What follows belongs to an exercise in optimizing a design on an open flow for small area, a short achievable clock period and few clock cycles per item; a production flow would make more cautious choices. The RTL was checked by simulation tests, not by an equivalence proof against the original design. Power is estimated from default activity; no workload was simulated.

==> flow/design.v, too long to show whole: its modules and the start of the top module <==
// module m31_mac_cs: 1562 lines
// module m31_cpa: 9 lines
// module rpe_rom: 112 lines
// module rpe_m31: 176 lines
module rpe_m31 (
    input  wire        clk,
    input  wire        rst,
    input  wire        in_valid,
    output wire        in_ready,
    input  wire [30:0] in_x0,
    input  wire [30:0] in_x1,
    input  wire [30:0] in_x2,
    output wire        out_valid,
    input  wire        out_ready,
    output wire [30:0] out_x0,
    output wire [30:0] out_x1,
    output wire [30:0] out_x2
);
  // ...
==> flow/flow/run.sh <==
#!/bin/bash
# The standard layout (the standard.sh: ORFS with the standard synthesis),
# with timing repair asked to leave more setup slack than the 25 ns clock needs,
# so that it also works on paths that are fine at 25 ns but set the achieved
# period. The clock, the constraints and every other step stay as they are.
set -o pipefail
bash standard.sh SETUP_SLACK_MARGIN=19.0 finish > standard_flow.log 2>&1
==> flow/standard.sh <==
#!/bin/bash
# synth_recipe.tcl (not shown) runs the flow's synth.tcl, then flattens the netlist and writes it again
# the make line also repeats each setting of config.mk as NAME=value (left out here)
make -C /OpenROAD-flow-scripts/flow DESIGN_CONFIG=/design/flow/config.mk WORK_HOME=/design/flow/orfs CLKGATE_MAP_FILE= SYNTH_SCRIPT=/design/flow/synth_recipe.tcl "${@:-finish}"
==> flow/config.mk <==
export PLATFORM = sky130hd
export DESIGN_NAME = rpe_m31
export DESIGN_NICKNAME = rpe_m31
export VERILOG_FILES = /design/flow/design.v
export SDC_FILE = /design/flow/constraint.sdc
export NUM_CORES = 4
export LEC_CHECK = 0
export CAP_MARGIN = 20
export CORE_MARGIN = 2
export CORE_UTILIZATION = 40
export PLACE_DENSITY = 0.6
export SLEW_MARGIN = 20
==> flow/constraint.sdc <==
create_clock -name core_clock -period 25.0 [get_ports {clk}]
set_input_delay 5.0000 -clock core_clock [delete_from_list [all_inputs] [get_ports {clk}]]
set_output_delay 5.0000 -clock core_clock [all_outputs]
set_load 0.01 [all_outputs]
==> impl_metrics.tcl, run 1 <==
set metrics [dict create \
    bufAreaShareNonClock_pct 8.17 \
    internal_power_mw 2.98 \
    drt_wl_total_um 165000 \
    met1_usage_pct 42.3 \
    switching_share_pct 49.5 \
    critical_path_class "reg2out" \
    multi_input_area_share_pct 62.8 \
    worstPathMaxFanout 2 \
    maxSlewHeadroom_pct 28.6 \
    hp-start "x3r[2][3]" \
    synth_compound_area_share_pct 21.8 \
    synth_top_family_by_area "adder cells" \
    crit_end "out_x2[25]" \
    pg_comb_mw 4.18 \
    nNonClkBuffers 441 \
    hpwl_um 106000 \
    largest_cell_class "multi-input combinational cells" \
    status "finished clean" \
    clk_pin_slew_ns 0.07 \
    muxShareOfSynthArea_pct 2.39 \
    p_leak_nw 15.9 \
    drc_errors 0 \
    power.switching_mw 2.92 \
    area_delta_synth_final_pct 15.5 \
    endpoint_kind "primary output" \
    hold_buffers 0 \
    yosysWarnings 4 \
    rrSetupSlack_ns 19.11 \
    grt_pass1_vias 34400 \
    ioPinCount 192 \
    syn_inst 3910 \
    nets 4655 \
]
Testbench counts, summed over its fixed seeds: cycles 129,536, items 64.
==> run 2, diff against run 1 <==
==> flow/run.sh (new file) <==
#!/bin/bash
# synth_recipe.tcl (not shown) runs the flow's synth.tcl, then flattens the netlist and writes it again
# the make line also repeats each setting of config.mk as NAME=value (left out here)
make -C /OpenROAD-flow-scripts/flow DESIGN_CONFIG=/design/flow/config.mk WORK_HOME=/design/flow/orfs CLKGATE_MAP_FILE= SYNTH_SCRIPT=/design/flow/synth_recipe.tcl finish
removed: flow/flow/run.sh
removed: flow/standard.sh
==> impl_metrics.tcl, run 2 <==
set metrics [dict create \
    rows 112 \
    hpwl_um 106000 \
    maxCapViolations 0 \
    synth_nets 4544 \
    drc_errors 0 \
    ioPinCount 192 \
    syn_avg_cell_area_um2 9.54 \
    syn_area_mm2 0.0373 \
    grt_pass1_vias 33900 \
    critical_path_class "reg2out" \
    post-route-min-period_ns 6.91 \
    ys_top_cells_by_area "fa_1 (25%), dfxtp_1 (16%), a22oi_1 (11%)" \
    slew_viol_final 0 \
    fmax_ghz 0.145 \
    hp-class "reg2reg" \
    async_reset_ff_share_pct 0 \
    clkSinkCount 382 \
    layout-drive-gt1-share_pct 8.78 \
    rrSetupSlack_ns 18.39 \
    hold_depth 0 \
    synth.most_common_cell "a22oi_1" \
    hp-start "x3r[2][3]" \
    status "finished clean" \
    synth_edf_count 93 \
    grt_max_degree 68 \
    die-width_um 309 \
    crit_chain "clkdlybuf4s50_1" \
    grt_antenna_before_repair 3 \
    hold_viol_final 0 \
    endpoint_kind "primary output" \
    yosysWarnings 4 \
    cts_tree "built" \
    die-area_mm2 0.0957 \
    synth-main-ff-cell "dfxtp_1" \
    start_kind "flip-flop" \
    postRouteAntennaNets 0 \
    setup_tns_ns 0 \
    track_usage_pct 33.1 \
    yosysTopAreaCell "fa_1" \
    die_h_um 309 \
    syn_inst 3910 \
    routedWlPerCell_um 31.0 \
    layout_common_cells "a22oi_1 (538), fa_1 (467), xor2_1 (450)" \
    p_total_mw 5.86 \
    cts.repair.resized 0 \
    startpoint "idle" \
    clock_latency_ns 0.63 \
    post-route-util_pct 45.1 \
    postCtsSetupBuffers 0 \
    synth_top_area_share_pct 25.1 \
    cp.depth 1 \
    synth_seq_cells 382 \
    multi_input_comb_area_mm2 0.0268 \
    ff_latch_area_mm2 0.00859 \
    reg2reg_to "cs_t[4]" \
    grt_pass1_wl_um 234000 \
    nets 4494 \
    clk_pin_slew_ns 0.06 \
    hold_buffers 0 \
    cp_top_family "flip-flops" \
    h-tree-depth 2 \
    portBuffers 191 \
    max_stage_delay_ns 0.65 \
    required_ns 20.00 \
    final_common_cell "a22oi_1" \
    core_mm2 0.0929 \
    ir_drop_mv 0.0943 \
    cp_num_buf_inv 1 \
    numCtsBuffers 44 \
    r2r_cells 16 \
    worstPathMaxFanout 37 \
    viasPerCell 6.56 \
    worstPathArrival_ns 1.91 \
    start_util_pct 40.2 \
    root_buffer "clkbuf_16" \
    reg2reg_from "k_bx0" \
    gp_congestion 0.987 \
    dp_slack_ns 18.51 \
    p_leak_nw 15.0 \
    fill_cells 8893 \
    clockBufferDepth 3 \
    dr_total_vias 33800 \
    synth_cell_types 82 \
    area_delta_synth_final_pct 12.4 \
    first_pass_iters 8 \
    drt_wl_total_um 160000 \
    clock_skew_ns 0.0417 \
    min_period_over_period_pct 27.6 \
    grt_overflow 0 \
    drt_iter0_markers 5220 \
    setup_violations 0 \
    power_density_mw_per_mm2 140 \
    worst_slack_ns 18.09 \
    crit_end "in_ready" \
    crit_path_top_delay_cell "dfxtp_4" \
    rsz0062_at_grt "no" \
    top_regs "x3r x93, xr x93" \
    tightest_slew_ns 1.24 \
    ys_seq_area_share_pct 23.0 \
    synthTopCellsByCount "a22oi_1 (538), fa_1 (467), xor2_1 (450), clkbuf_1 (331), dfxtp_1 (289)" \
    maxSlewHeadroom_pct 17.1 \
]
==> run 2: cell counts after synthesis <==
Identical to the previous run, type by type.
==> run 2: cell families after synthesis <==
logic type      Yosys count  synth area share, %
buf+inv                 597                 6.21
simple gates            657                 8.09
mux                      81                 2.39
flops                   382                 23.0
fa+ha+maj               537                 27.4
xor+xnor                472                 11.1
compound gates         1184                 21.8
==> run 2: layout make-up <==
class / count / share of cell area (%)
Inverter: 212 / 1.90
Antenna cell: 3 / 0.0179
Timing Repair Buffer: 289 / 6.31
Tap cell: 1254 / 3.74
Multi-Input combinational cell: 2931 / 63.8
Clock inverter: 24 / 0.597
Clock buffer: 57 / 3.11
Sequential cell: 382 / 20.5
==> run 2: stage by stage <==
step	instance area [um2]	cells	hold slack, ns
2_1_floorplan	37300	3910	0.310
3_3_place_gp	40400	5066	0.310
3_5_place_dp	40400	5067	0.312
4_1_cts	41900	5148	0.305
5_1_grt	41900	5149	0.320
6_report	41900	5152	0.308
==> run 2: worst min-delay path by stage <==
stage / end / slack (ns)
after floorplan: r_d[0] / 0.31
after global placement: x3r[1][8] / 0.31
after detailed placement: x3r[1][16] / 0.31
after CTS: x3r[1][3] / 0.31
final: x3r[1][3] / 0.31
after global routing: x3r[1][2] / 0.32
==> run 2: where the power goes <==
| group | internal (mW) | switching (mW) |
|---|---|---|
| Combinational | 1.68 | 2.45 |
| Sequential | 0.886 | 0.148 |
| Clock | 0.395 | 0.298 |
| Total | 2.96 | 2.90 |
==> run 2: metal layers <==
layer | part of all wire, % | track usage, % | vias to the layer above | wire length, um
li1 | - | - | 13700 | -
met1 | 37 | 41.9 | 16800 | 59500
met2 | 44 | 50.1 | 2566 | 69800
met3 | 12 | 10.5 | 720 | 19800
met4 | 6.6 | 17.9 | 8 | 10600
met5 | 0.11 | 1.37 | - | 181
==> module m31_cpa, before the edit <==
module m31_cpa (
    input  wire [30:0] s,
    input  wire [30:0] t,
    output wire [30:0] y
);
    wire [31:0] sum0 = {1'b0, s} + {1'b0, t};
    wire [32:0] sum1 = {1'b0, s, 1'b1} + {1'b0, t, 1'b1};    
    assign y = sum1[32] ? sum1[31:1] : sum0[30:0];
endmodule
==> module rpe_rom, before the edit <==
module rpe_rom (
    input  wire [1:0]  row,
    input  wire [1:0]  off,
    output reg  [30:0] mds_val,
    input  wire [3:0]  round,
    input  wire        half,
    output reg  [30:0] rc_val
);
    always @(*) begin
        case ({row, off})
            4'd0: mds_val = 31'h00000157;    
            4'd1: mds_val = 31'h7ffffe70;    
            4'd2: mds_val = 31'h00000039;    
            4'd4: mds_val = 31'h7fffa87f;    
            4'd5: mds_val = 31'h00000b22;    
            4'd6: mds_val = 31'h00004c5f;    
            4'd8: mds_val = 31'h00022312;    
            4'd9: mds_val = 31'h000eea8e;    
            4'd10: mds_val = 31'h7feef260;    
            default: mds_val = 31'h00000001;
        endcase
    end
    always @(*) begin
        case ({round, half, row})
            7'd0: rc_val = 31'h49a3fae5;    
            7'd1: rc_val = 31'h414197d8;    
            7'd2: rc_val = 31'h7064b410;    
            7'd4: rc_val = 31'h1364d603;    
            7'd5: rc_val = 31'h3f0fc31c;    
            7'd6: rc_val = 31'h3178745f;    
            7'd8: rc_val = 31'h398b9ddd;    
            7'd9: rc_val = 31'h4bba371c;    
            7'd10: rc_val = 31'h04b5c0a0;    
            7'd12: rc_val = 31'h5780f473;    
            7'd13: rc_val = 31'h3f768c93;    
            7'd14: rc_val = 31'h2130214b;    
            7'd16: rc_val = 31'h72f1683f;    
            7'd17: rc_val = 31'h63c6b702;    
            7'd18: rc_val = 31'h1d90359b;    
            7'd20: rc_val = 31'h45abf783;    
            7'd21: rc_val = 31'h141a2ea9;    
            7'd22: rc_val = 31'h58368e8e;    
            7'd24: rc_val = 31'h1f3e72a1;    
            7'd25: rc_val = 31'h5dcd4b4e;    
            7'd26: rc_val = 31'h7dd2e6d3;    
            7'd28: rc_val = 31'h293c53cb;    
            7'd29: rc_val = 31'h0fe21d20;    
            7'd30: rc_val = 31'h20a63c2b;    
            7'd32: rc_val = 31'h167375b8;    
            7'd33: rc_val = 31'h7946bc58;    
            7'd34: rc_val = 31'h345f7420;    
            7'd36: rc_val = 31'h1721e3a8;    
            7'd37: rc_val = 31'h6a2245ef;    
            7'd38: rc_val = 31'h192ebdc8;    
            7'd40: rc_val = 31'h39481a45;    
            7'd41: rc_val = 31'h32c78a71;    
            7'd42: rc_val = 31'h7d9b2968;    
            7'd44: rc_val = 31'h431f26ff;    
            7'd45: rc_val = 31'h156ae72e;    
            7'd46: rc_val = 31'h1897acf9;    
            7'd48: rc_val = 31'h27307302;    
            7'd49: rc_val = 31'h3a7446e8;    
            7'd50: rc_val = 31'h60d7a3b6;    
            7'd52: rc_val = 31'h3e01eaed;    
            7'd53: rc_val = 31'h49a487d7;    
            7'd54: rc_val = 31'h0fbe29e2;    
            7'd56: rc_val = 31'h137328ea;    
            7'd57: rc_val = 31'h17400d27;    
            7'd58: rc_val = 31'h2a339623;    
            7'd60: rc_val = 31'h46292561;    
            7'd61: rc_val = 31'h6edbc761;    
            7'd62: rc_val = 31'h4b7d0ae4;    
            7'd64: rc_val = 31'h1feb908d;    
            7'd65: rc_val = 31'h5632e496;    
            7'd66: rc_val = 31'h7a01177b;    
            7'd68: rc_val = 31'h7cb2a04f;    
            7'd69: rc_val = 31'h18a497c2;    
            7'd70: rc_val = 31'h1d42f1ec;    
            7'd72: rc_val = 31'h1af1720a;    
            7'd73: rc_val = 31'h12c70f58;    
            7'd74: rc_val = 31'h784a6d50;    
            7'd76: rc_val = 31'h1909a279;    
            7'd77: rc_val = 31'h453ab4c5;    
            7'd78: rc_val = 31'h0453e4b5;    
            7'd80: rc_val = 31'h047278b2;    
            7'd81: rc_val = 31'h4231062d;    
            7'd82: rc_val = 31'h5263e388;    
            7'd84: rc_val = 31'h76652ef2;    
            7'd85: rc_val = 31'h4ca916e5;    
            7'd86: rc_val = 31'h16984f9a;    
            7'd88: rc_val = 31'h76290d96;    
            7'd89: rc_val = 31'h61e22f74;    
            7'd90: rc_val = 31'h48444c8b;    
            7'd92: rc_val = 31'h12eae542;    
            7'd93: rc_val = 31'h460d17af;    
            7'd94: rc_val = 31'h61b17d48;    
            7'd96: rc_val = 31'h261e5d8c;    
            7'd97: rc_val = 31'h36d897a6;    
            7'd98: rc_val = 31'h10980883;    
            7'd100: rc_val = 31'h2749c3f6;    
            7'd101: rc_val = 31'h466c023d;    
            7'd102: rc_val = 31'h0bae8424;    
            7'd104: rc_val = 31'h2b6dda5b;    
            7'd105: rc_val = 31'h48649b43;    
            7'd106: rc_val = 31'h2994f854;    
            7'd108: rc_val = 31'h494dcf9d;    
            7'd109: rc_val = 31'h0b759001;    
            7'd110: rc_val = 31'h41d6ecc6;    
            default: rc_val = 31'h0;
        endcase
    end
endmodule
==> module rpe_m31, before the edit <==
module rpe_m31 (
    input  wire        clk,
    input  wire        rst,
    input  wire        in_valid,
    output wire        in_ready,
    input  wire [30:0] in_x0,
    input  wire [30:0] in_x1,
    input  wire [30:0] in_x2,
    output wire        out_valid,
    input  wire        out_ready,
    output wire [30:0] out_x0,
    output wire [30:0] out_x1,
    output wire [30:0] out_x2
);
    localparam [3:0] LAST_ROUND = 4'd13;
    localparam [5:0] LAST_OP    = 6'd47;
    reg         idle;        
    reg         done;        
    wire        run = ~idle & ~done;
    reg  [1:0]  c_slot;
    reg  [5:0]  c_op;        
    reg  [3:0]  c_round;
    reg         c_pro;       
    reg         c_fin;       
    reg         k_aconst;    
    reg         k_brd, k_bx0, k_bx1, k_bx2, k_bx3;    
    reg         k_crc, k_crd;                       
    reg         k_wx, k_wx3;                        
    reg         k_last;
    reg  [1:0]  k_row;       
    reg  [1:0]  k_off;       
    reg  [3:0]  k_round;
    reg         k_half;
    reg  [30:0] xr  [0:2];   
    reg  [30:0] x3r [0:2];   
    reg  [30:0] cs_s, cs_t;  
    reg  [30:0] r;           
    reg  [30:0] r_d;         
    wire [30:0] mds_val;
    wire [30:0] rc_val;
    rpe_rom u_rom (
        .row     (k_row),
        .off     (k_off),
        .mds_val (mds_val),
        .round   (k_round),
        .half    (k_half),
        .rc_val  (rc_val)
    );
    wire [30:0] op_a = k_aconst ? mds_val : r_d;
    wire [30:0] op_b = ({31{k_brd}} & r_d)
                     | ({31{k_bx0}} & xr[0])
                     | ({31{k_bx1}} & xr[1])
                     | ({31{k_bx2}} & xr[2])
                     | ({31{k_bx3}} & x3r[0]);
    wire [30:0] op_c = ({31{k_crc}} & rc_val)
                     | ({31{k_crd}} & r_d);
    wire [30:0] mac_s, mac_t, sum;
    m31_mac_cs u_mac (.a(op_a), .b(op_b), .c(op_c), .s(mac_s), .t(mac_t));
    m31_cpa    u_cpa (.s(cs_s), .t(cs_t), .y(sum));
    always @(posedge clk) begin
        cs_s <= mac_s;
        cs_t <= mac_t;
        r    <= sum;
        r_d  <= r;
    end
    wire [30:0] r_w = (&r_d) ? 31'd0 : r_d;
    always @(posedge clk) begin
        x3r[0] <= x3r[1];
        x3r[1] <= x3r[2];
        x3r[2] <= k_wx3 ? r_w : x3r[0];
    end
    always @(posedge clk) begin
        if (idle) begin
            xr[0] <= in_x0;
            xr[1] <= in_x1;
            xr[2] <= in_x2;
        end else if (run) begin
            xr[0] <= xr[1];
            xr[1] <= xr[2];
            xr[2] <= k_wx ? r_w : xr[0];
        end
    end
    assign in_ready  = idle;
    assign out_valid = done;
    assign out_x0    = xr[0];
    assign out_x1    = xr[1];
    assign out_x2    = xr[2];
    reg         d_aconst, d_brd, d_bx0, d_bx1, d_bx2, d_bx3, d_crc, d_crd, d_wx, d_wx3, d_last;
    reg  [1:0]  d_off;
    always @(*) begin
        d_aconst = 1'b0;
        d_brd = 1'b1; d_bx0 = 1'b0; d_bx1 = 1'b0; d_bx2 = 1'b0; d_bx3 = 1'b0;
        d_crc = 1'b0; d_crd = 1'b0;
        d_wx = 1'b0; d_wx3 = 1'b0; d_last = 1'b0;
        d_off = 2'd0;
        if (c_pro) begin
            d_aconst = 1'b1; d_off = 2'd3;
            d_brd = 1'b0; d_bx0 = 1'b1;
        end else if (c_fin) begin
            d_wx = 1'b1;
            d_last = (c_slot == 2'd2);
        end else begin
            case (c_op)
            6'd0, 6'd6: d_wx = 1'b1;                       
            6'd1, 6'd9, 6'd10, 6'd11, 6'd38, 6'd39, 6'd40, 6'd42, 6'd43: ;   
            6'd13, 6'd14, 6'd15, 6'd16, 6'd18, 6'd19, 6'd20, 6'd21: ;       
            6'd23, 6'd24, 6'd25, 6'd26, 6'd28, 6'd29, 6'd30, 6'd31: ;       
            6'd33, 6'd34, 6'd35, 6'd36: ;                                   
            6'd8: d_wx3 = 1'b1;                            
            6'd2, 6'd7, 6'd41, 6'd44: begin                
                d_brd = 1'b0; d_bx0 = 1'b1;
            end
            6'd12, 6'd17, 6'd22, 6'd27, 6'd32, 6'd37: begin    
                d_brd = 1'b0; d_bx3 = 1'b1;
            end
            6'd3, 6'd45: begin                             
                d_aconst = 1'b1; d_off = 2'd0;
                d_crc = 1'b1; d_wx = 1'b1;
            end
            6'd4, 6'd46: begin                             
                d_aconst = 1'b1; d_off = 2'd1;
                d_brd = 1'b0; d_bx1 = 1'b1; d_crd = 1'b1;
            end
            6'd5, 6'd47: begin                             
                d_aconst = 1'b1; d_off = 2'd2;
                d_brd = 1'b0; d_bx2 = 1'b1; d_crd = 1'b1;
            end
            default: ;
            endcase
        end
    end
    always @(posedge clk) begin
        if (rst) begin
            idle <= 1'b1;
            done <= 1'b0;
        end else if (idle) begin
            if (in_valid) idle <= 1'b0;
        end else if (done) begin
            if (out_ready) begin
                done <= 1'b0;
                idle <= 1'b1;
            end
        end else if (k_last) begin
            done <= 1'b1;
        end
    end
    always @(posedge clk) begin
        if (idle) begin
            k_aconst <= 1'b1; k_off <= 2'd3; k_row <= 2'd0;
            k_brd <= 1'b0; k_bx0 <= 1'b1; k_bx1 <= 1'b0; k_bx2 <= 1'b0; k_bx3 <= 1'b0;
            k_crc <= 1'b0; k_crd <= 1'b0; k_wx <= 1'b0; k_wx3 <= 1'b0; k_last <= 1'b0;
            k_round <= 4'd0; k_half <= 1'b0;
            c_slot <= 2'd1; c_op <= 6'd0; c_round <= 4'd0; c_pro <= 1'b1; c_fin <= 1'b0;
        end else begin
            k_aconst <= d_aconst; k_off <= d_off; k_row <= c_slot;
            k_brd <= d_brd; k_bx0 <= d_bx0; k_bx1 <= d_bx1; k_bx2 <= d_bx2; k_bx3 <= d_bx3;
            k_crc <= d_crc; k_crd <= d_crd; k_wx <= d_wx; k_wx3 <= d_wx3;
            k_last <= d_last & run;
            k_round <= c_round; k_half <= (c_op >= 6'd6);
            if (c_slot != 2'd2) begin
                c_slot <= c_slot + 2'd1;
            end else begin
                c_slot <= 2'd0;
                if (c_pro) begin
                    c_pro <= 1'b0;
                end else if (c_op != LAST_OP) begin
                    c_op <= c_op + 6'd1;
                end else begin
                    c_op <= 6'd0;
                    if (c_round != LAST_ROUND) c_round <= c_round + 4'd1;
                    else c_fin <= 1'b1;
                end
            end
        end
    end
endmodule
==> run 3, diff against run 2 <==
--- a/flow/design.v
+++ b/flow/design.v
@@ -1567,5 +1567,140 @@
 );
-    wire [31:0] sum0 = {1'b0, s} + {1'b0, t};
-    wire [32:0] sum1 = {1'b0, s, 1'b1} + {1'b0, t, 1'b1};    
-    assign y = sum1[32] ? sum1[31:1] : sum0[30:0];
+    wire [30:0] p = s ^ t;
+    wire [30:0] g = s & t;
+    wire pg0 = g[1] | (p[1] & g[0]);
+    wire pp0_ = p[1] & p[0];
+    wire pg1 = g[3] | (p[3] & g[2]);
+    wire pp1_ = p[3] & p[2];
+    wire pg2 = g[5] | (p[5] & g[4]);
+    wire pp2_ = p[5] & p[4];
+    wire pg3 = g[7] | (p[7] & g[6]);
+    wire pp3_ = p[7] & p[6];
+    wire pg4 = g[9] | (p[9] & g[8]);
+    wire pp4_ = p[9] & p[8];
+    wire pg5 = g[11] | (p[11] & g[10]);
+    wire pp5_ = p[11] & p[10];
+    wire pg6 = g[13] | (p[13] & g[12]);
+    wire pp6_ = p[13] & p[12];
+    wire pg7 = g[15] | (p[15] & g[14]);
+    wire pp7_ = p[15] & p[14];
+    wire pg8 = g[17] | (p[17] & g[16]);
+    wire pp8_ = p[17] & p[16];
+    wire pg9 = g[19] | (p[19] & g[18]);
+    wire pp9_ = p[19] & p[18];
+    wire pg10 = g[21] | (p[21] & g[20]);
+    wire pp10_ = p[21] & p[20];
+    wire pg11 = g[23] | (p[23] & g[22]);
+    wire pp11_ = p[23] & p[22];
+    wire pg12 = g[25] | (p[25] & g[24]);
+    wire pp12_ = p[25] & p[24];
+    wire pg13 = g[27] | (p[27] & g[26]);
+    wire pp13_ = p[27] & p[26];
+    wire pg14 = g[29] | (p[29] & g[28]);
+    wire pp14_ = p[29] & p[28];
+    wire pg15 = pg1 | (pp1_ & pg0);
+    wire pp15_ = pp1_ & pp0_;
+    wire pg16 = pg3 | (pp3_ & pg2);
+    wire pp16_ = pp3_ & pp2_;
+    wire pg17 = pg5 | (pp5_ & pg4);
+    wire pp17_ = pp5_ & pp4_;
+    wire pg18 = pg7 | (pp7_ & pg6);
+    wire pp18_ = pp7_ & pp6_;
+    wire pg19 = pg9 | (pp9_ & pg8);
+    wire pp19_ = pp9_ & pp8_;
+    wire pg20 = pg11 | (pp11_ & pg10);
+    wire pp20_ = pp11_ & pp10_;
+    wire pg21 = pg13 | (pp13_ & pg12);
+    wire pp21_ = pp13_ & pp12_;
+    wire pg22 = pg16 | (pp16_ & pg15);
+    wire pp22_ = pp16_ & pp15_;
+    wire pg23 = pg18 | (pp18_ & pg17);
+    wire pp23_ = pp18_ & pp17_;
+    wire pg24 = pg20 | (pp20_ & pg19);
+    wire pp24_ = pp20_ & pp19_;
+    wire pg25 = pg23 | (pp23_ & pg22);
+    wire pp25_ = pp23_ & pp22_;
+    wire pg26 = pg24 | (pp24_ & pg25);
+    wire pp26_ = pp24_ & pp25_;
+    wire pg27 = pg17 | (pp17_ & pg22);
+    wire pp27_ = pp17_ & pp22_;
+    wire pg28 = pg19 | (pp19_ & pg25);
+    wire pp28_ = pp19_ & pp25_;
+    wire pg29 = pg21 | (pp21_ & pg26);
+    wire pp29_ = pp21_ & pp26_;
+    wire pg30 = pg2 | (pp2_ & pg15);
+    wire pp30_ = pp2_ & pp15_;
+    wire pg31 = pg4 | (pp4_ & pg22);
+    wire pp31_ = pp4_ & pp22_;
+    wire pg32 = pg6 | (pp6_ & pg27);
+    wire pp32_ = pp6_ & pp27_;
+    wire pg33 = pg8 | (pp8_ & pg25);
+    wire pp33_ = pp8_ & pp25_;
+    wire pg34 = pg10 | (pp10_ & pg28);
+    wire pp34_ = pp10_ & pp28_;
+    wire pg35 = pg12 | (pp12_ & pg26);
+    wire pp35_ = pp12_ & pp26_;
+    wire pg36 = pg14 | (pp14_ & pg29);
+    wire pp36_ = pp14_ & pp29_;
+    wire pg37 = g[2] | (p[2] & pg0);
+    wire pp37_ = p[2] & pp0_;
+    wire pg38 = g[4] | (p[4] & pg15);
+    wire pp38_ = p[4] & pp15_;
+    wire pg39 = g[6] | (p[6] & pg30);
+    wire pp39_ = p[6] & pp30_;
+    wire pg40 = g[8] | (p[8] & pg22);
+    wire pp40_ = p[8] & pp22_;
+    wire pg41 = g[10] | (p[10] & pg31);
+    wire pp41_ = p[10] & pp31_;
+    wire pg42 = g[12] | (p[12] & pg27);
+    wire pp42_ = p[12] & pp27_;
+    wire pg43 = g[14] | (p[14] & pg32);
+    wire pp43_ = p[14] & pp32_;
+    wire pg44 = g[16] | (p[16] & pg25);
+    wire pp44_ = p[16] & pp25_;
+    wire pg45 = g[18] | (p[18] & pg33);
+    wire pp45_ = p[18] & pp33_;
+    wire pg46 = g[20] | (p[20] & pg28);
+    wire pp46_ = p[20] & pp28_;
+    wire pg47 = g[22] | (p[22] & pg34);
+    wire pp47_ = p[22] & pp34_;
+    wire pg48 = g[24] | (p[24] & pg26);
+    wire pp48_ = p[24] & pp26_;
+    wire pg49 = g[26] | (p[26] & pg35);
+    wire pp49_ = p[26] & pp35_;
+    wire pg50 = g[28] | (p[28] & pg29);
+    wire pp50_ = p[28] & pp29_;
+    wire pg51 = g[30] | (p[30] & pg36);
+    wire pp51_ = p[30] & pp36_;
+    wire gall = pg51;    
+    assign y[0] = p[0] ^ gall;
+    assign y[1] = p[1] ^ (g[0] | (p[0] & gall));
+    assign y[2] = p[2] ^ (pg0 | (pp0_ & gall));
+    assign y[3] = p[3] ^ (pg37 | (pp37_ & gall));
+    assign y[4] = p[4] ^ (pg15 | (pp15_ & gall));
+    assign y[5] = p[5] ^ (pg38 | (pp38_ & gall));
+    assign y[6] = p[6] ^ (pg30 | (pp30_ & gall));
+    assign y[7] = p[7] ^ (pg39 | (pp39_ & gall));
+    assign y[8] = p[8] ^ (pg22 | (pp22_ & gall));
+    assign y[9] = p[9] ^ (pg40 | (pp40_ & gall));
+    assign y[10] = p[10] ^ (pg31 | (pp31_ & gall));
+    assign y[11] = p[11] ^ (pg41 | (pp41_ & gall));
+    assign y[12] = p[12] ^ (pg27 | (pp27_ & gall));
+    assign y[13] = p[13] ^ (pg42 | (pp42_ & gall));
+    assign y[14] = p[14] ^ (pg32 | (pp32_ & gall));
+    assign y[15] = p[15] ^ (pg43 | (pp43_ & gall));
+    assign y[16] = p[16] ^ (pg25 | (pp25_ & gall));
+    assign y[17] = p[17] ^ (pg44 | (pp44_ & gall));
+    assign y[18] = p[18] ^ (pg33 | (pp33_ & gall));
+    assign y[19] = p[19] ^ (pg45 | (pp45_ & gall));
+    assign y[20] = p[20] ^ (pg28 | (pp28_ & gall));
+    assign y[21] = p[21] ^ (pg46 | (pp46_ & gall));
+    assign y[22] = p[22] ^ (pg34 | (pp34_ & gall));
+    assign y[23] = p[23] ^ (pg47 | (pp47_ & gall));
+    assign y[24] = p[24] ^ (pg26 | (pp26_ & gall));
+    assign y[25] = p[25] ^ (pg48 | (pp48_ & gall));
+    assign y[26] = p[26] ^ (pg35 | (pp35_ & gall));
+    assign y[27] = p[27] ^ (pg49 | (pp49_ & gall));
+    assign y[28] = p[28] ^ (pg29 | (pp29_ & gall));
+    assign y[29] = p[29] ^ (pg50 | (pp50_ & gall));
+    assign y[30] = p[30] ^ (pg36 | (pp36_ & gall));
 endmodule
@@ -1594,87 +1729,87 @@
     always @(*) begin
-        case ({round, half, row})
+        case ({row, half, round})
             7'd0: rc_val = 31'h49a3fae5;    
-            7'd1: rc_val = 31'h414197d8;    
-            7'd2: rc_val = 31'h7064b410;    
-            7'd4: rc_val = 31'h1364d603;    
-            7'd5: rc_val = 31'h3f0fc31c;    
-            7'd6: rc_val = 31'h3178745f;    
-            7'd8: rc_val = 31'h398b9ddd;    
-            7'd9: rc_val = 31'h4bba371c;    
-            7'd10: rc_val = 31'h04b5c0a0;    
-            7'd12: rc_val = 31'h5780f473;    
-            7'd13: rc_val = 31'h3f768c93;    
-            7'd14: rc_val = 31'h2130214b;    
-            7'd16: rc_val = 31'h72f1683f;    
-            7'd17: rc_val = 31'h63c6b702;    
-            7'd18: rc_val = 31'h1d90359b;    
-            7'd20: rc_val = 31'h45abf783;    
-            7'd21: rc_val = 31'h141a2ea9;    
-            7'd22: rc_val = 31'h58368e8e;    
-            7'd24: rc_val = 31'h1f3e72a1;    
-            7'd25: rc_val = 31'h5dcd4b4e;    
-            7'd26: rc_val = 31'h7dd2e6d3;    
-            7'd28: rc_val = 31'h293c53cb;    
-            7'd29: rc_val = 31'h0fe21d20;    
-            7'd30: rc_val = 31'h20a63c2b;    
-            7'd32: rc_val = 31'h167375b8;    
-            7'd33: rc_val = 31'h7946bc58;    
-            7'd34: rc_val = 31'h345f7420;    
-            7'd36: rc_val = 31'h1721e3a8;    
-            7'd37: rc_val = 31'h6a2245ef;    
-            7'd38: rc_val = 31'h192ebdc8;    
-            7'd40: rc_val = 31'h39481a45;    
-            7'd41: rc_val = 31'h32c78a71;    
-            7'd42: rc_val = 31'h7d9b2968;    
-            7'd44: rc_val = 31'h431f26ff;    
-            7'd45: rc_val = 31'h156ae72e;    
-            7'd46: rc_val = 31'h1897acf9;    
-            7'd48: rc_val = 31'h27307302;    
-            7'd49: rc_val = 31'h3a7446e8;    
-            7'd50: rc_val = 31'h60d7a3b6;    
-            7'd52: rc_val = 31'h3e01eaed;    
-            7'd53: rc_val = 31'h49a487d7;    
-            7'd54: rc_val = 31'h0fbe29e2;    
-            7'd56: rc_val = 31'h137328ea;    
-            7'd57: rc_val = 31'h17400d27;    
-            7'd58: rc_val = 31'h2a339623;    
-            7'd60: rc_val = 31'h46292561;    
-            7'd61: rc_val = 31'h6edbc761;    
-            7'd62: rc_val = 31'h4b7d0ae4;    
-            7'd64: rc_val = 31'h1feb908d;    
-            7'd65: rc_val = 31'h5632e496;    
-            7'd66: rc_val = 31'h7a01177b;    
-            7'd68: rc_val = 31'h7cb2a04f;    
-            7'd69: rc_val = 31'h18a497c2;    
-            7'd70: rc_val = 31'h1d42f1ec;    
-            7'd72: rc_val = 31'h1af1720a;    
-            7'd73: rc_val = 31'h12c70f58;    
-            7'd74: rc_val = 31'h784a6d50;    
-            7'd76: rc_val = 31'h1909a279;    
-            7'd77: rc_val = 31'h453ab4c5;    
-            7'd78: rc_val = 31'h0453e4b5;    
-            7'd80: rc_val = 31'h047278b2;    
-            7'd81: rc_val = 31'h4231062d;    
-            7'd82: rc_val = 31'h5263e388;    
-            7'd84: rc_val = 31'h76652ef2;    
-            7'd85: rc_val = 31'h4ca916e5;    
-            7'd86: rc_val = 31'h16984f9a;    
-            7'd88: rc_val = 31'h76290d96;    
-            7'd89: rc_val = 31'h61e22f74;    
-            7'd90: rc_val = 31'h48444c8b;    
-            7'd92: rc_val = 31'h12eae542;    
-            7'd93: rc_val = 31'h460d17af;    
-            7'd94: rc_val = 31'h61b17d48;    
-            7'd96: rc_val = 31'h261e5d8c;    
-            7'd97: rc_val = 31'h36d897a6;    
-            7'd98: rc_val = 31'h10980883;    
-            7'd100: rc_val = 31'h2749c3f6;    
-            7'd101: rc_val = 31'h466c023d;    
-            7'd102: rc_val = 31'h0bae8424;    
-            7'd104: rc_val = 31'h2b6dda5b;    
-            7'd105: rc_val = 31'h48649b43;    
-            7'd106: rc_val = 31'h2994f854;    
-            7'd108: rc_val = 31'h494dcf9d;    
-            7'd109: rc_val = 31'h0b759001;    
-            7'd110: rc_val = 31'h41d6ecc6;    
+            7'd32: rc_val = 31'h414197d8;    
+            7'd64: rc_val = 31'h7064b410;    
+            7'd16: rc_val = 31'h1364d603;    
+            7'd48: rc_val = 31'h3f0fc31c;    
+            7'd80: rc_val = 31'h3178745f;    
+            7'd1: rc_val = 31'h398b9ddd;    
+            7'd33: rc_val = 31'h4bba371c;    
+            7'd65: rc_val = 31'h04b5c0a0;    
+            7'd17: rc_val = 31'h5780f473;    
+            7'd49: rc_val = 31'h3f768c93;    
+            7'd81: rc_val = 31'h2130214b;    
+            7'd2: rc_val = 31'h72f1683f;    
+            7'd34: rc_val = 31'h63c6b702;    
+            7'd66: rc_val = 31'h1d90359b;    
+            7'd18: rc_val = 31'h45abf783;    
+            7'd50: rc_val = 31'h141a2ea9;    
+            7'd82: rc_val = 31'h58368e8e;    
+            7'd3: rc_val = 31'h1f3e72a1;    
+            7'd35: rc_val = 31'h5dcd4b4e;    
+            7'd67: rc_val = 31'h7dd2e6d3;    
+            7'd19: rc_val = 31'h293c53cb;    
+            7'd51: rc_val = 31'h0fe21d20;    
+            7'd83: rc_val = 31'h20a63c2b;    
+            7'd4: rc_val = 31'h167375b8;    
+            7'd36: rc_val = 31'h7946bc58;    
+            7'd68: rc_val = 31'h345f7420;    
+            7'd20: rc_val = 31'h1721e3a8;    
+            7'd52: rc_val = 31'h6a2245ef;    
+            7'd84: rc_val = 31'h192ebdc8;    
+            7'd5: rc_val = 31'h39481a45;    
+            7'd37: rc_val = 31'h32c78a71;    
+            7'd69: rc_val = 31'h7d9b2968;    
+            7'd21: rc_val = 31'h431f26ff;    
+            7'd53: rc_val = 31'h156ae72e;    
+            7'd85: rc_val = 31'h1897acf9;    
+            7'd6: rc_val = 31'h27307302;    
+            7'd38: rc_val = 31'h3a7446e8;    
+            7'd70: rc_val = 31'h60d7a3b6;    
+            7'd22: rc_val = 31'h3e01eaed;    
+            7'd54: rc_val = 31'h49a487d7;    
+            7'd86: rc_val = 31'h0fbe29e2;    
+            7'd7: rc_val = 31'h137328ea;    
+            7'd39: rc_val = 31'h17400d27;    
+            7'd71: rc_val = 31'h2a339623;    
+            7'd23: rc_val = 31'h46292561;    
+            7'd55: rc_val = 31'h6edbc761;    
+            7'd87: rc_val = 31'h4b7d0ae4;    
+            7'd8: rc_val = 31'h1feb908d;    
+            7'd40: rc_val = 31'h5632e496;    
+            7'd72: rc_val = 31'h7a01177b;    
+            7'd24: rc_val = 31'h7cb2a04f;    
+            7'd56: rc_val = 31'h18a497c2;    
+            7'd88: rc_val = 31'h1d42f1ec;    
+            7'd9: rc_val = 31'h1af1720a;    
+            7'd41: rc_val = 31'h12c70f58;    
+            7'd73: rc_val = 31'h784a6d50;    
+            7'd25: rc_val = 31'h1909a279;    
+            7'd57: rc_val = 31'h453ab4c5;    
+            7'd89: rc_val = 31'h0453e4b5;    
+            7'd10: rc_val = 31'h047278b2;    
+            7'd42: rc_val = 31'h4231062d;    
+            7'd74: rc_val = 31'h5263e388;    
+            7'd26: rc_val = 31'h76652ef2;    
+            7'd58: rc_val = 31'h4ca916e5;    
+            7'd90: rc_val = 31'h16984f9a;    
+            7'd11: rc_val = 31'h76290d96;    
+            7'd43: rc_val = 31'h61e22f74;    
+            7'd75: rc_val = 31'h48444c8b;    
+            7'd27: rc_val = 31'h12eae542;    
+            7'd59: rc_val = 31'h460d17af;    
+            7'd91: rc_val = 31'h61b17d48;    
+            7'd12: rc_val = 31'h261e5d8c;    
+            7'd44: rc_val = 31'h36d897a6;    
+            7'd76: rc_val = 31'h10980883;    
+            7'd28: rc_val = 31'h2749c3f6;    
+            7'd60: rc_val = 31'h466c023d;    
+            7'd92: rc_val = 31'h0bae8424;    
+            7'd13: rc_val = 31'h2b6dda5b;    
+            7'd45: rc_val = 31'h48649b43;    
+            7'd77: rc_val = 31'h2994f854;    
+            7'd29: rc_val = 31'h494dcf9d;    
+            7'd61: rc_val = 31'h0b759001;    
+            7'd93: rc_val = 31'h41d6ecc6;    
             default: rc_val = 31'h0;
@@ -1754,12 +1889,7 @@
     end
+    wire [30:0] xr2_rot = k_wx ? r_w : xr[0];
     always @(posedge clk) begin
-        if (idle) begin
-            xr[0] <= in_x0;
-            xr[1] <= in_x1;
-            xr[2] <= in_x2;
-        end else if (run) begin
-            xr[0] <= xr[1];
-            xr[1] <= xr[2];
-            xr[2] <= k_wx ? r_w : xr[0];
-        end
+        xr[0] <= ({31{idle}} & in_x0) | ({31{run}} & xr[1])  | ({31{done}} & xr[0]);
+        xr[1] <= ({31{idle}} & in_x1) | ({31{run}} & xr[2])  | ({31{done}} & xr[1]);
+        xr[2] <= ({31{idle}} & in_x2) | ({31{run}} & xr2_rot) | ({31{done}} & xr[2]);
     end
==> flow/flow/run.sh (new file) <==
#!/bin/bash
# The standard layout (the standard.sh: ORFS with the standard synthesis),
# with timing repair asked to leave more setup slack than the 25 ns clock needs,
# so that it also works on paths that are fine at 25 ns but set the achieved
# period. The clock, the constraints and every other step stay as they are.
set -o pipefail
bash standard.sh SETUP_SLACK_MARGIN=19.1 finish > standard_flow.log 2>&1
==> flow/standard.sh (new file) <==
#!/bin/bash
# synth_recipe.tcl (not shown) runs the flow's synth.tcl, then flattens the netlist and writes it again
# the make line also repeats each setting of config.mk as NAME=value (left out here)
make -C /OpenROAD-flow-scripts/flow DESIGN_CONFIG=/design/flow/config.mk WORK_HOME=/design/flow/orfs CLKGATE_MAP_FILE= SYNTH_SCRIPT=/design/flow/synth_recipe.tcl "${@:-finish}"
removed: flow/run.sh
==> impl_metrics.tcl, run 3 <==
set metrics [dict create \
    synth-main-ff-cell "dfxtp_1" \
    worstPathArrival_ns 1.10 \
    synth.most_common_cell "a22oi_1" \
    layout-drive-gt1-share_pct 14.9 \
    first_pass_iters 8 \
    worstPathMaxFanout 2 \
    grt_pass1_vias 35000 \
    final_area_mm2 0.0436 \
    ys_top_cells_by_area "fa_1 (25%), dfxtp_1 (21%), a22oi_1 (13%)" \
    portBuffers 191 \
    synthTopCellsByCount "a22oi_1 (649), fa_1 (469), xor2_1 (444), dfxtp_1 (382), clkbuf_1 (327)" \
    synth_top_area_share_pct 25.3 \
    maxSlewHeadroom_pct 16.1 \
    numCtsBuffers 46 \
    start_kind "flip-flop" \
    nets 4772 \
    max_stage_delay_ns 0.38 \
    hold_viol_final 0 \
    crit_path_top_delay_cell "dfxtp_4" \
    ioPinCount 192 \
    grt_max_degree 71 \
    required_ns 20.00 \
    grt_overflow 0 \
    drt_iter0_markers 4996 \
    drc_errors 0 \
    synth_cell_types 84 \
    syn_inst 4042 \
    layout_common_cells "a22oi_1 (645), fa_1 (469), xor2_1 (444)" \
    p_total_mw 5.84 \
    critical_path_class "reg2out" \
    timing.hold.ws_ns 0.308 \
    cp_top_family "flip-flops" \
    postRouteAntennaNets 0 \
    ys_seq_area_share_pct 20.6 \
    hp-class "reg2reg" \
    setup_tns_ns 0 \
    fmax_ghz 0.164 \
    synth_nets 4694 \
    final_cells 5405 \
    top_regs "x3r x93, xr x93" \
    p_leak_nw 16.2 \
    post-route-util_pct 47.5 \
    power_density_mw_per_mm2 134 \
    grt_antenna_before_repair 4 \
    yosysTopAreaCell "fa_1" \
    setup_violations 0 \
    core_mm2 0.0918 \
    h-tree-depth 2 \
    dr_total_vias 34800 \
    start_util_pct 40.4 \
    root_buffer "clkbuf_16" \
    gp_congestion 0.961 \
    cp_num_buf_inv 1 \
    clock_skew_ns 0.0624 \
    dp.cells 5186 \
    track_usage_pct 33.1 \
    crit_chain "buf_6" \
    clkSinkCount 382 \
    endpoint_kind "primary output" \
    worst_slack_ns 18.90 \
    syn_area_mm2 0.0371 \
    post-route-min-period_ns 6.10 \
    drt_wl_total_um 159000 \
    async_reset_ff_share_pct 0 \
    clock_latency_ns 0.63 \
    routedWlPerCell_um 29.5 \
    synth_edf_count 0 \
    hpwl_um 102000 \
    maxCapViolations 0 \
    clockBufferDepth 3 \
    clk_pin_slew_ns 0.07 \
    hold_buffers 0 \
    dp_slack_ns 18.59 \
    yosysWarnings 4 \
    rsz0062_at_grt "yes" \
    area_delta_synth_final_pct 17.6 \
    dpl_cell_area_mm2 0.0402 \
    viasPerCell 6.44 \
    grt_pass1_wl_um 236000 \
    status "finished clean" \
    slew_viol_final 0 \
    tightest_slew_ns 1.25 \
    die-area_mm2 0.0952 \
    rows 111 \
    die-width_um 309 \
    min_period_over_period_pct 24.4 \
    syn_avg_cell_area_um2 9.18 \
    die_h_um 309 \
    final_common_cell "a22oi_1" \
    fill_cells 8667 \
    cts_tree "built" \
    synth_seq_cells 382 \
    ir_drop_mv 0.0993 \
]
## run 3: cell families (layout without fill, tap and decap cells)
| kind of cell | count (synthesis) | in the layout | share of synthesized area, % |
|---|---|---|---|
| xor+xnor | 467 | 467 | 11.0 |
| buf+inv | 614 | 726 | 6.37 |
| simple gates | 698 | 699 | 8.60 |
| mux | 44 | 44 | 1.23 |
| flops | 382 | 382 | 20.6 |
| fa+ha+maj | 555 | 555 | 28.2 |
| other cells | 0 | 4 | 0 |
| compound gates | 1282 | 1285 | 24.0 |
## run 3: cell type report
| class | count | area (um2) | share of cell area [%] |
|---|---|---|---|
| Multi-Input combinational cell | 3050 | 27600 | 63.3 |
| Sequential cell | 382 | 7880 | 18.1 |
| Clock inverter | 26 | 414 | 0.949 |
| Clock buffer | 60 | 1330 | 3.04 |
| Tap cell | 1243 | 1560 | 3.56 |
| Antenna cell | 4 | 10.0 | 0.0229 |
| Timing Repair Buffer | 429 | 4020 | 9.22 |
| Inverter | 211 | 792 | 1.82 |
## run 3: final timing paths
check / slack, ns / from / cells after the start / end
max: 18.90 / xr[2][27] / 1 / out_x2[27]
min reg2reg: 0.31 / x3r[2][16] / 0 / x3r[1][16]
min: 0.31 / x3r[2][16] / 0 / x3r[1][16]
max reg2reg: 19.22 / k_brd / 16 / cs_t[6]
## run 3: what timing repair did
| item | in CTS | in global routing |
|---|---|---|
| gates resized for setup | 641 | 58 |
| gates cloned | 2 | 2 |
| endpoints found under the setup margin | 157 | 157 |
| setup buffers | 112 | 11 |
| pin swaps | 7 | 6 |
## run 3: per-layer routing
metal | wire [um] | track usage (%) | up-vias
met1 | 59800 | 42.7 | 17200
met2 | 70500 | 51.3 | 2453
met5 | 10 | 0 | -
met4 | 9950 | 15.7 | 2
li1 | - | - | 14400
met3 | 19100 | 9.37 | 704
## run 3: power by group
group / internal, mW / total [mW] / switching [mW] / leakage [nW]
Clock: 0.464 / 0.763 / 0.299 / 0.848
Combinational: 1.70 / 4.09 / 2.39 / 12.1
Sequential: 0.860 / 0.990 / 0.131 / 3.19
Total: 3.03 / 5.84 / 2.82 / 16.2
Testbench counts of run 3, summed over its fixed seeds: cycles 129,536, items 64.
==> run 4, diff against run 3 <==
==> flow/flow/run.sh (replaced) <==
#!/bin/bash
# The standard layout (the standard.sh: ORFS with the standard synthesis),
# with two changes to how it is made:
#  - timing repair is asked to leave more setup slack than the 25 ns clock
#    needs, so that it also works on the paths that set the achieved period;
#  - the port buffers that every input and output gets start as buf_1 cells
#    (timing repair upsizes the ones on critical paths).
# The clock, the constraints and every other step stay as they are.
set -o pipefail
bash standard.sh SETUP_SLACK_MARGIN=18.9 \
  "BUFFER_PORTS_ARGS=-buffer_cell sky130_fd_sc_hd__buf_1" \
  finish > standard_flow.log 2>&1
==> impl_metrics.tcl, run 4 <==
set metrics [dict create \
    status "finished clean" \
    die_h_um 309 \
    crit_path_top_delay_cell "dfxtp_4" \
    synth_cell_types 84 \
    top_regs "x3r x93, xr x93" \
    maxCapViolations 0 \
    synth-main-ff-cell "dfxtp_1" \
    synth_nets 4694 \
    drt_wl_total_um 157000 \
    setup_violations 0 \
    final_common_cell "a22oi_1" \
    slew_viol_final 0 \
    syn_avg_cell_area_um2 9.18 \
    rows 111 \
    hold_buffers 0 \
    gp_congestion 1.01 \
    nets 4749 \
    required_ns 20.00 \
    min_period_over_period_pct 24.4 \
    clkSinkCount 382 \
    rsz0062_at_grt "yes" \
    portBuffers 191 \
    hold_viol_final 0 \
    routedWlPerCell_um 29.3 \
    clock_latency_ns 0.61 \
    grt_overflow 0 \
    numCtsBuffers 44 \
    grt_pass1_wl_um 231000 \
    grt_pass1_vias 34900 \
    ys_seq_area_share_pct 20.6 \
    synth_top_area_share_pct 25.3 \
    critical_path_class "reg2out" \
    layout-drive-gt1-share_pct 14.2 \
    setup_tns_ns 0 \
    track_usage_pct 32.2 \
    die-area_mm2 0.0952 \
    syn_area_mm2 0.0371 \
    grt_max_degree 85 \
    clock_skew_ns 0.0385 \
    area_delta_synth_final_pct 13.9 \
    h-tree-depth 2 \
    cp_top_family "flip-flops" \
    yosysWarnings 4 \
    max_stage_delay_ns 0.36 \
    die-width_um 309 \
    ys_top_cells_by_area "fa_1 (25%), dfxtp_1 (21%), a22oi_1 (13%)" \
    post-route-util_pct 46.0 \
    start_util_pct 40.4 \
    start_kind "flip-flop" \
    synth.most_common_cell "a22oi_1" \
    endpoint_kind "primary output" \
    ioPinCount 192 \
    worstPathArrival_ns 1.10 \
    clockBufferDepth 3 \
    crit_chain "buf_6" \
    drt_iter0_markers 4760 \
    hpwl_um 103000 \
    hp-class "reg2reg" \
    root_buffer "clkbuf_16" \
    drc_errors 0 \
    layout_common_cells "a22oi_1 (649), fa_1 (469), xor2_1 (444)" \
    dr_total_vias 34700 \
    clk_pin_slew_ns 0.07 \
    rrSetupSlack_ns 19.05 \
    first_pass_iters 7 \
    ir_drop_mv 0.106 \
    grt_antenna_before_repair 2 \
    yosysTopAreaCell "fa_1" \
    synth_seq_cells 382 \
    synthTopCellsByCount "a22oi_1 (649), fa_1 (469), xor2_1 (444), dfxtp_1 (382), clkbuf_1 (327)" \
    synth_edf_count 0 \
    async_reset_ff_share_pct 0 \
    worstPathMaxFanout 2 \
    cp_num_buf_inv 1 \
    syn_inst 4042 \
    post-route-min-period_ns 6.10 \
    tightest_slew_ns 1.11 \
    postRouteAntennaNets 0 \
    fmax_ghz 0.164 \
    core_mm2 0.0918 \
    viasPerCell 6.46 \
    power_density_mw_per_mm2 135 \
    cts_tree "built" \
    p_leak_nw 15.6 \
    maxSlewHeadroom_pct 25.9 \
]
## run 4: cell counts after synthesis
No cell type changed its count.
## run 4: layout make-up
type / instances / area, um2
well taps: 1243 / 1560
flip-flops and latches: 382 / 7940
repair buffers: 408 / 2930
multi-input cells: 3050 / 27600
clock inverters: 30 / 273
inverters: 211 / 792
fillers: 8886 / 49600
diodes: 2 / 5.00
clock buffers: 51 / 1190
## run 4: report_power, final
part           switching (mW)  internal, mW  leakage (nW)
registers               0.126         0.860          3.20
clock network           0.286         0.369         0.719
logic                    2.39          1.67          11.7
total                    2.80          2.90          15.6
## run 4: through the flow
step,hold slack [ns],total power [mW],cell area [um2],setup slack (ns),instances
after floorplan,0.310,3.61,37100,19.51,4042
after global placement,0.310,4.81,39000,18.96,5186
after detailed placement,0.312,4.93,39000,18.94,5186
after CTS,0.318,5.68,42000,18.88,5363
after global routing,0.326,6.28,42200,18.89,5375
final,0.312,5.70,42200,18.90,5377
## run 4: kinds of logic after synthesis
family	share of synthesized area [%]
xor gates and xnor gates	11.0
DFF	20.6
adders and majority gates	28.2
AOI/OAI and AO/OA	24.0
buffers and inverters	6.37
and+or+nand+nor	8.60
muxes	1.23
## run 4: metal layers
layer  up-vias  GRT usage, %  part of all wire, %
met5         -             0                    0
met4         0          17.2                  6.4
met3       660          9.06                   12
met2      2507          49.2                   44
met1     17200          41.4                   37
li1      14400             -                    -
## run 4: repair_timing
| action | CTS | global route |
|---|---|---|
| pin swaps | 0 | 8 |
| gates resized for setup | 322 | 20 |
| buffers inserted | 96 | 8 |
| hold endpoints to repair | 0 | 0 |
| setup endpoints to repair | 95 | 73 |
| gates cloned | 0 | 4 |
## run 4: path summary, 6_finish.rpt
| path | startpoint | endpoint | cells past startpoint |
|---|---|---|---|
| worst max-delay path | xr[2][24] | out_x2[24] | 1 |
| worst min-delay path | x3r[2][8] | x3r[1][8] | 0 |
| worst max register to register | k_bx0 | cs_t[13] | 15 |
| worst min register to register | x3r[2][8] | x3r[1][8] | 0 |
==> run 5, diff against run 4 <==
--- a/flow/config.mk
+++ b/flow/config.mk
@@ -9,4 +9,4 @@
 export CORE_MARGIN = 2
-export CORE_UTILIZATION = 40
-export PLACE_DENSITY = 0.6
+export CORE_UTILIZATION = 60
+export PLACE_DENSITY = 0.75
 export SLEW_MARGIN = 20
==> impl_metrics.tcl, run 5 <==
set metrics [dict create \
    status "finished clean" \
    synth_top_family_by_area "adder cells" \
    die-width_um 253 \
    dpl_cell_area_mm2 0.0385 \
    endpoint_kind "flip-flop" \
    start_util_pct 60.5 \
    viasPerCell 7.37 \
    cts_tree "built" \
    synth_nets 4694 \
    final_area_mm2 0.0416 \
    power_density_mw_per_mm2 137 \
    gp_congestion 1.05 \
    postRouteAntennaNets 0 \
    rsz0062_at_grt "yes" \
    hpwl_um 96300 \
    drt_iter0_markers 6155 \
    first_pass_iters 10 \
    grt_pass1_wl_um 226000 \
    syn_avg_cell_area_um2 9.18 \
    rows 91 \
    syn_inst 4042 \
    final_common_cell "a22oi_1" \
    slew_viol_final 0 \
    fill_cells 4758 \
    fmax_ghz 0.158 \
    drc_errors 0 \
    worst_slack_ns 18.69 \
    synth_simple_gate_area_share_pct 8.60 \
    min_period_over_period_pct 25.2 \
    ys_seq_area_share_pct 20.6 \
    post-route-min-period_ns 6.31 \
    synthTopCellsByCount "a22oi_1 (649), fa_1 (469), xor2_1 (444), dfxtp_1 (382), clkbuf_1 (327)" \
    root_buffer "clkbuf_16" \
    clock_latency_ns 0.62 \
    cp_top_family "adder cells" \
    synth_compound_area_share_pct 24.0 \
    critical_path_class "reg2reg" \
    synth_top_area_share_pct 25.3 \
    p_leak_nw 15.5 \
    synth_cell_types 84 \
    track_usage_pct 47.1 \
    synth.most_common_cell "a22oi_1" \
    dp_slack_ns 18.85 \
    die_h_um 253 \
    crit_chain "buf_4 > a222oi_1 > nand3_1 > o22ai_4 > a22oi_1 > xor2_1 > fa_1 > fa_1 > fa_1 > fa_1 > inv_1 > fa_1 > fa_1" \
    dr_total_vias 36100 \
    setup_violations 0 \
    core_mm2 0.0614 \
    drt_wl_total_um 155000 \
    synth_edf_count 0 \
    portBuffers 191 \
    clockBufferDepth 3 \
    routedWlPerCell_um 31.5 \
    required_ns 25.46 \
    synth_xor_area_share_pct 11.0 \
    tightest_slew_ns 1.34 \
    cp_num_buf_inv 2 \
    ys_top_cells_by_area "fa_1 (25%), dfxtp_1 (21%), a22oi_1 (13%)" \
    maxCapViolations 0 \
    hp-class "reg2reg" \
    maxSlewHeadroom_pct 10.3 \
    crit_path_top_delay_cell "o22ai_4" \
    clkSinkCount 382 \
    nets 4728 \
    worstPathMaxFanout 27 \
    grt_overflow 0 \
    post-route-util_pct 67.8 \
    h-tree-depth 2 \
    grt_max_degree 89 \
    ir_drop_mv 0.108 \
    clk_pin_slew_ns 0.07 \
    muxShareOfSynthArea_pct 1.23 \
    numCtsBuffers 43 \
    layout-drive-gt1-share_pct 13.7 \
    synth-main-ff-cell "dfxtp_1" \
    setup_tns_ns 0 \
    yosysWarnings 4 \
    clock_skew_ns 0.0546 \
    yosysTopAreaCell "fa_1" \
    grt_pass1_vias 36100 \
    die-area_mm2 0.0638 \
    layout_common_cells "a22oi_1 (649), fa_1 (469), xor2_1 (444)" \
    syn_area_mm2 0.0371 \
    path_common_cell "fa_1" \
    top_regs "x3r x93, xr x93" \
    start_kind "flip-flop" \
    grt_antenna_before_repair 7 \
    hold_viol_final 0 \
    worstPathArrival_ns 6.78 \
    synth_seq_cells 382 \
    area_delta_synth_final_pct 12.1 \
    ioPinCount 192 \
    async_reset_ff_share_pct 0 \
    synthAdderAreaFrac_pct 28.2 \
    max_stage_delay_ns 0.78 \
]
==> run 5: changes by cell type in the layout (fill, tap and decap cells not counted), moves of 6 or more <==
cell / delta
buf_4: -34
buf_2: +31
buf_6: -23
dfxtp_2: +23
dfxtp_4: -22
o21a_2: -8
o21a_4: +8
clkinv_2: -6
==> run 5: layout make-up <==
class                      instances  area [um2]  share of cell area [%]
clock buffer                      57        1210                    2.91
antenna                            5        12.5                  0.0301
multi-input combinational       3050       27600                    66.5
clock inverter                    21         362                   0.870
inverter                         211         792                    1.90
sequential                       382        7890                    19.0
timing repair buffer             388        2690                    6.46
tap                              790         988                    2.38
==> run 5: routing by layer <==
metal	GRT usage, %	wire length [um]
met1	55.6	51100
met2	69.0	64600
met3	18.4	23600
met4	35.3	15200
met5	3.94	169
==> run 5: kinds of logic (layout without fill, tap and decap cells) <==
| family | Yosys count | in the layout |
|---|---|---|
| buffers and inverters | 614 | 677 |
| AO/OA/AOI/OAI | 1282 | 1285 |
| XOR/XNOR | 467 | 467 |
| adder cells (fa/ha/maj) | 555 | 555 |
| multiplexers | 44 | 44 |
| other | 0 | 5 |
| flip-flops | 382 | 382 |
| AND/OR/NAND/NOR | 698 | 699 |
==> run 5: path summary, 6_finish.rpt <==
path | from | to | slack, ns | cells after the start
max reg2reg | k_brd | cs_t[24] | 18.69 | 13
min | r[7] | r_d[7] | 0.29 | 0
max | k_brd | cs_t[24] | 18.69 | 13
min reg2reg | r[7] | r_d[7] | 0.29 | 0
==> run 5: through the flow <==
stage	instances	hold WS, ns	power (mW)
final	4904	0.290	5.68
after global routing	4902	0.320	6.21
after CTS	4876	0.306	5.55
after detailed placement	4727	0.312	4.78
after global placement	4725	0.310	4.61
after floorplan	4042	0.310	3.61
==> run 5: repair_timing <==
| action | in CTS | in global routing |
|---|---|---|
| hold buffers | 0 | 0 |
| cloned | 0 | 4 |
| pin swaps | 0 | 11 |
| setup buffers | 71 | 17 |
| setup endpoints to repair | 114 | 89 |
| resized for setup | 253 | 52 |
==> run 5: where the power goes <==
| part | total [mW] | internal [mW] | switching, mW |
|---|---|---|---|
| logic | 3.97 | 1.64 | 2.32 |
| clock network | 0.703 | 0.418 | 0.284 |
| registers | 1.01 | 0.860 | 0.153 |
| total | 5.68 | 2.92 | 2.76 |
==> run 5: worst register-to-register path, stage by stage, from the launching register on <==
cell and delay, ns:
dfxtp_1 0.43, buf_4 0.32, a222oi_1 0.56, nand3_1 0.64, o22ai_4 0.79, a22oi_1 0.22, xor2_1 0.20, fa_1 0.53
fa_1 0.43, fa_1 0.50, fa_1 0.55, inv_1 0.05, fa_1 0.50, fa_1 0.48

[afterwards: timing with drivers on the ports]
How much do the figures lean on ideal ports? The routed layouts below were timed once more, with nothing changed but the port constraints. Step 1, drivers: a clkbuf_16 drives clk and a buf_2 each remaining input, both assumed. Step 2 times the ports against the registers' clock, not the clock port: input delays grow and output delays shrink by t, the midpoint of the rising clock arrivals with the driver on. Three values: no drivers, after step 1, after step 2; two values: the first two.
| run | shift t [ns] | slack for setup (ns) | worst setup path at the end | slew at the worst register clock pin (ns) |
|---|---|---|---|---|
| run 1 | 0.688 | 18.739 / 18.667 / 18.955 | input to register | 0.08 / 0.08 |
| run 2 | 0.682 | 18.092 / 18.019 / 18.388 | register to register | 0.08 / 0.08 |
| run 3 | 0.661 | 18.898 / 18.834 / 18.984 | input to register | 0.07 / 0.07 |
| run 4 | 0.663 | 18.900 / 18.832 / 19.052 | register to register | 0.07 / 0.07 |
| run 5 | 0.664 | 18.688 / 18.688 / 18.688 | register to register | 0.08 / 0.08 |
After both steps every run listed still meets setup and hold.
